This design comes from an exercise in tuning for small area on the open sky130 flow, not from production work. Only simulation tests tie the RTL to the original design; equivalence was not proved. Power and IR drop assume default switching activity.

// veml6035_ctrl
module veml6035_ctrl (
  input         clk,
  input         rst,
  input         cmd_valid,
  input  [63:0] cmd_word,
  output        cmd_ready,
  output [2:0]  status,
  output [63:0] result,
  output [15:0] err,
  output [1:0]  state,
  output        tx_req,
  output [1:0]  tx_op,
  output [6:0]  tx_addr,
  output [1:0]  tx_len,
  output [23:0] tx_wdata,
  output        tx_stop,
  input         tx_ack,
  input  [7:0]  tx_rdata,
  input         tx_fail
);
For scale: about 1200 cells after synthesis, ~210 flip-flops, roughly 11000 sq um of cells after synthesis.
clock: 35.0 ns
lec_check: 0
cap_margin: 0
core_margin: 2
core_utilization: 65
place_density: 0.8
slew_margin: 0
standard.sh (not shown) runs the stock make flow with config.mk's settings and CLKGATE_MAP_FILE= SYNTH_SCRIPT=/design/flow/synth_recipe.tcl, a recipe that flattens the netlist after the stock synthesis.
==> flow/flow/run.sh <==
#!/bin/bash
set -euo pipefail
export BUFFER_PORTS_ARGS="-buffer_cell sky130_fd_sc_hd__buf_1"
export CTS_ARGS="-sink_clustering_enable -repair_clock_nets -dont_use_dummy_load -buf_list sky130_fd_sc_hd__clkbuf_8 -sink_clustering_size 16 -sink_clustering_max_diameter 120"
bash standard.sh > layout.log 2>&1
Edit:
--- a/flow/design.v
+++ b/flow/design.v
@@ -15,50 +15,51 @@
   output [23:0] tx_wdata,
   output        tx_stop,
   input         tx_ack,
   input  [7:0]  tx_rdata,
   input         tx_fail
 );
   localparam ST_OK = 3'd0, ST_BUS = 3'd1, ST_IDM = 3'd2, ST_INV = 3'd3, ST_ILL = 3'd4,
              ST_NONE = 3'd7;
   localparam S_UNINIT = 2'd0, S_PROBING = 2'd1, S_CONFIGURED = 2'd2, S_FAILED = 2'd3;
   localparam [31:0] LENS_ONE = 32'h0001_0000;
   localparam PC_S0 = 5'd0,  PC_S1 = 5'd1,  PC_RW = 5'd2,  PC_WW = 5'd3,
              PC_ALS = 5'd4, PC_FLG = 5'd5, PC_FREL = 5'd7,
-             PC_A0 = 5'd8,  PC_FIN = 5'd15, PC_B0 = 5'd16, PC_FFLG = 5'd23,
+             PC_A0 = 5'd8,  PC_FIN = 5'd15, PC_B0 = 5'd16, PC_FFLG = 5'd31,    
              PC_L0 = 5'd24, PC_L1 = 5'd25, PC_R0 = 5'd26, PC_R1 = 5'd27,
              PC_FLENS = 5'd31;
   localparam E_IDLE = 3'd0, E_PRE = 3'd1, E_LUX = 3'd2, E_ADDW = 3'd3,
              E_ARITH = 3'd4, E_CLAMP = 3'd5, E_ROT = 3'd6;
   reg        running;
   reg [2:0]  status_r;      
   reg [58:0] rr;
   reg [7:0]  err_reg;
   reg [2:0]  err_step;
   reg [2:0]  err_cause;
   reg [1:0]  state_r;
   reg [31:0] lens;
   reg [23:0] W;
   reg [1:0]  top;
   reg [1:0]  polls;         
   reg [4:0]  pc;
   wire       treq;
   reg [57:0] P;
   reg [2:0]  eop;
   reg [5:0]  cnt;
   assign cmd_ready = !running;
   assign status    = running ? 3'd6 : status_r;
   assign result    = {{5{rr[58]}}, rr};    
   assign err       = {err_reg, 1'b0, err_step, 1'b0, err_cause};
-  assign state     = state_r;
+  wire   probing   = running && (pc[4:3] == 2'b10);    
+  assign state     = probing ? S_PROBING : state_r;
   assign tx_req    = treq;           
   assign tx_op     = top;
   assign tx_addr   = 7'h29;
   assign tx_len    = {(top != 2'd0) | wrp, top == 2'd0};
   assign tx_wdata  = {wr_p ? (P[15:0] | wconst) : W[23:8], keep_reg ? W[7:0] : sreg};
   assign tx_stop   = wrp;
   wire [3:0]  d_op   = cmd_word[3:0];
   wire [15:0] d_data = cmd_word[31:16];
   wire [31:0] d_arg  = cmd_word[63:32];
   wire z_reg  = (cmd_word[15:8] == 8'd0);
   wire z_data = (d_data == 16'd0);
   wire z_arg  = (d_arg == 32'd0);
@@ -298,26 +299,24 @@
             cnt <= 6'd0;
           end else if (eop == E_CLAMP && !pass) begin
             eop <= E_ROT;
             cnt <= 6'd22;
           end else
             eop <= E_IDLE;
         end
       end
       if (!running && cmd_valid) begin
         running  <= 1'b1;
         status_r <= !d_legal ? ST_ILL : d_inv ? ST_INV : ST_OK;
         pc       <= d_ok ? d_pc : PC_FIN;
-        if (d_ok && d_op == 4'h1)
-          state_r <= S_PROBING;
         if (d_ok && d_op == 4'hA)
           lens <= d_arg;
         W        <= cmd_word[31:8];
         top      <= 2'd0;
         eop      <= E_PRE;
         cnt      <= 6'd0;
       end
       if (ack) begin
         case (top)
           2'd0: if (!wrp && !a_fail) top <= 2'd1;
           2'd1: begin
             polls[0] <= tx_fail;
@@ -364,22 +363,22 @@
           err_step  <= (pc[4:3] != 2'b00) ? pc[2:0] : {2'b00, pc == PC_S1};
           err_cause <= (top == 2'd0) ? (wrp ? 3'd1 : 3'd2) :
                        (top == 2'd1) ? (polls[0] ? 3'd3 : 3'd4) : 3'd5;
         end else if (status_r == ST_IDM) begin
           err_reg   <= 8'h07;
           err_step  <= 3'd2;
           err_cause <= 3'd6;
         end else begin
           err_reg   <= 8'd0;
           err_step  <= 3'd0;
           err_cause <= 3'd0;
         end
-        if (state_r == S_PROBING)
+        if (probing)
           state_r <= (status_r == ST_OK) ? S_CONFIGURED : S_FAILED;
         if (pc == PC_FREL)
           state_r <= S_UNINIT;
-        if ((state_r == S_PROBING && status_r == ST_OK) || pc == PC_FREL)
+        if ((probing && status_r == ST_OK) || pc == PC_FREL)
           lens <= LENS_ONE;
       end
     end
   end
 endmodule
What happened: Global-route usage barely changes; synthesized cell count falls by a few percent; first-iteration DRC count rises slightly; worst setup slack gets better by 0.21 ns; wire length falls slightly; clock power is about the same; critical path depth does not change; die area falls slightly; count of clock-buffer cells in the layout is unchanged; synthesized area falls slightly; cell area is about the same; final cell count falls slightly; non-clock buffer count rises by 2.


veml6035_ctrl again, from the RTL that the note above started with.
==> flow/config.mk <==
export PLATFORM = sky130hd
export DESIGN_NAME = veml6035_ctrl
export DESIGN_NICKNAME = veml6035_ctrl
export VERILOG_FILES = /design/flow/design.v
export SDC_FILE = /design/flow/constraint.sdc
export NUM_CORES = 4
export LEC_CHECK = 0
export CAP_MARGIN = 0
export CORE_MARGIN = 2
export CORE_UTILIZATION = 65
export PLACE_DENSITY = 0.8
export SLEW_MARGIN = 0
==> flow/constraint.sdc <==
create_clock -name core_clock -period 35.0 [get_ports {clk}]
set_input_delay 7.0000 -clock core_clock [delete_from_list [all_inputs] [get_ports {clk}]]
set_output_delay 7.0000 -clock core_clock [all_outputs]
set_load 0.01 [all_outputs]
==> flow/flow/run.sh <==
#!/bin/bash
set -euo pipefail
export BUFFER_PORTS_ARGS="-buffer_cell sky130_fd_sc_hd__buf_1"
export CTS_ARGS="-sink_clustering_enable -repair_clock_nets -dont_use_dummy_load -buf_list sky130_fd_sc_hd__clkbuf_8 -sink_clustering_size 18 -sink_clustering_max_diameter 120"
bash standard.sh > layout.log 2>&1
Change:
--- a/flow/design.v
+++ b/flow/design.v
@@ -21,13 +21,13 @@
   localparam ST_OK = 3'd0, ST_BUS = 3'd1, ST_IDM = 3'd2, ST_INV = 3'd3, ST_ILL = 3'd4,
              ST_NONE = 3'd7;
   localparam S_UNINIT = 2'd0, S_PROBING = 2'd1, S_CONFIGURED = 2'd2, S_FAILED = 2'd3;
   localparam [31:0] LENS_ONE = 32'h0001_0000;
   localparam PC_S0 = 5'd0,  PC_S1 = 5'd1,  PC_RW = 5'd2,  PC_WW = 5'd3,
              PC_ALS = 5'd4, PC_FLG = 5'd5, PC_FREL = 5'd7,
-             PC_A0 = 5'd8,  PC_FIN = 5'd15, PC_B0 = 5'd16, PC_FFLG = 5'd23,
+             PC_A0 = 5'd8,  PC_FIN = 5'd15, PC_B0 = 5'd16, PC_FFLG = 5'd31,    
              PC_L0 = 5'd24, PC_L1 = 5'd25, PC_R0 = 5'd26, PC_R1 = 5'd27,
              PC_FLENS = 5'd31;
   localparam E_IDLE = 3'd0, E_PRE = 3'd1, E_LUX = 3'd2, E_ADDW = 3'd3,
              E_ARITH = 3'd4, E_CLAMP = 3'd5, E_ROT = 3'd6;
   reg        running;
   reg [2:0]  status_r;      
@@ -46,13 +46,14 @@
   reg [2:0]  eop;
   reg [5:0]  cnt;
   assign cmd_ready = !running;
   assign status    = running ? 3'd6 : status_r;
   assign result    = {{5{rr[58]}}, rr};    
   assign err       = {err_reg, 1'b0, err_step, 1'b0, err_cause};
-  assign state     = state_r;
+  wire   probing   = running && (pc[4:3] == 2'b10);    
+  assign state     = probing ? S_PROBING : state_r;
   assign tx_req    = treq;           
   assign tx_op     = top;
   assign tx_addr   = 7'h29;
   assign tx_len    = {(top != 2'd0) | wrp, top == 2'd0};
   assign tx_wdata  = {wr_p ? (P[15:0] | wconst) : W[23:8], keep_reg ? W[7:0] : sreg};
   assign tx_stop   = wrp;
@@ -304,14 +305,12 @@
         end
       end
       if (!running && cmd_valid) begin
         running  <= 1'b1;
         status_r <= !d_legal ? ST_ILL : d_inv ? ST_INV : ST_OK;
         pc       <= d_ok ? d_pc : PC_FIN;
-        if (d_ok && d_op == 4'h1)
-          state_r <= S_PROBING;
         if (d_ok && d_op == 4'hA)
           lens <= d_arg;
         W        <= cmd_word[31:8];
         top      <= 2'd0;
         eop      <= E_PRE;
         cnt      <= 6'd0;
@@ -370,16 +369,16 @@
           err_cause <= 3'd6;
         end else begin
           err_reg   <= 8'd0;
           err_step  <= 3'd0;
           err_cause <= 3'd0;
         end
-        if (state_r == S_PROBING)
+        if (probing)
           state_r <= (status_r == ST_OK) ? S_CONFIGURED : S_FAILED;
         if (pc == PC_FREL)
           state_r <= S_UNINIT;
-        if ((state_r == S_PROBING && status_r == ST_OK) || pc == PC_FREL)
+        if ((probing && status_r == ST_OK) || pc == PC_FREL)
           lens <= LENS_ONE;
       end
     end
   end
 endmodule
Result:
- combinational power came out lower by about 2%
- final cell count came out lower by about 2%
- synthesized cell count came out lower by about 2.8%
- final area is about the same
- worst setup slack improved by 0.30 ns
- fmax came out higher by about 2%
- die area came out lower by 0.47%
- sequential cell count does not change
- power came out lower by about 0.53%
- clock power barely changes

## re-timing with driven ports
No port has a modelled driver above. Below, the same layouts with a new extraction and two added sets of constraints.
Step 1 sets driving cells, clkbuf_16 on the clock port and buf_2 on the other inputs (assumed; they add their load-dependent delay and slew).
Step 2 times the ports against the registers' clock, not the clock port: input delays grow and output delays shrink by t, the midpoint of the rising clock arrivals with the driver on.
Three values: no drivers, after step 1, after step 2; two values: the first two.
run | t (ns) | setup WS [ns] | worst setup path after step 2 | slew at the worst register clock pin (ns) | cell pins on the clock port's net
the first run of note 1 | 0.536 | 19.221 / 19.221 / 19.221 | register to register | 0.11 / 0.11 | 1
the second run of note 1 | 0.525 | 19.433 / 19.433 / 19.433 | register to register | 0.11 / 0.11 | 1
the first run of note 2 | 0.544 | 19.161 / 19.161 / 19.161 | register to register | 0.12 / 0.12 | 1
the second run of note 2 | 0.533 | 19.458 / 19.458 / 19.458 | register to register | 0.12 / 0.12 | 1
After both steps every run listed still meets setup and hold.
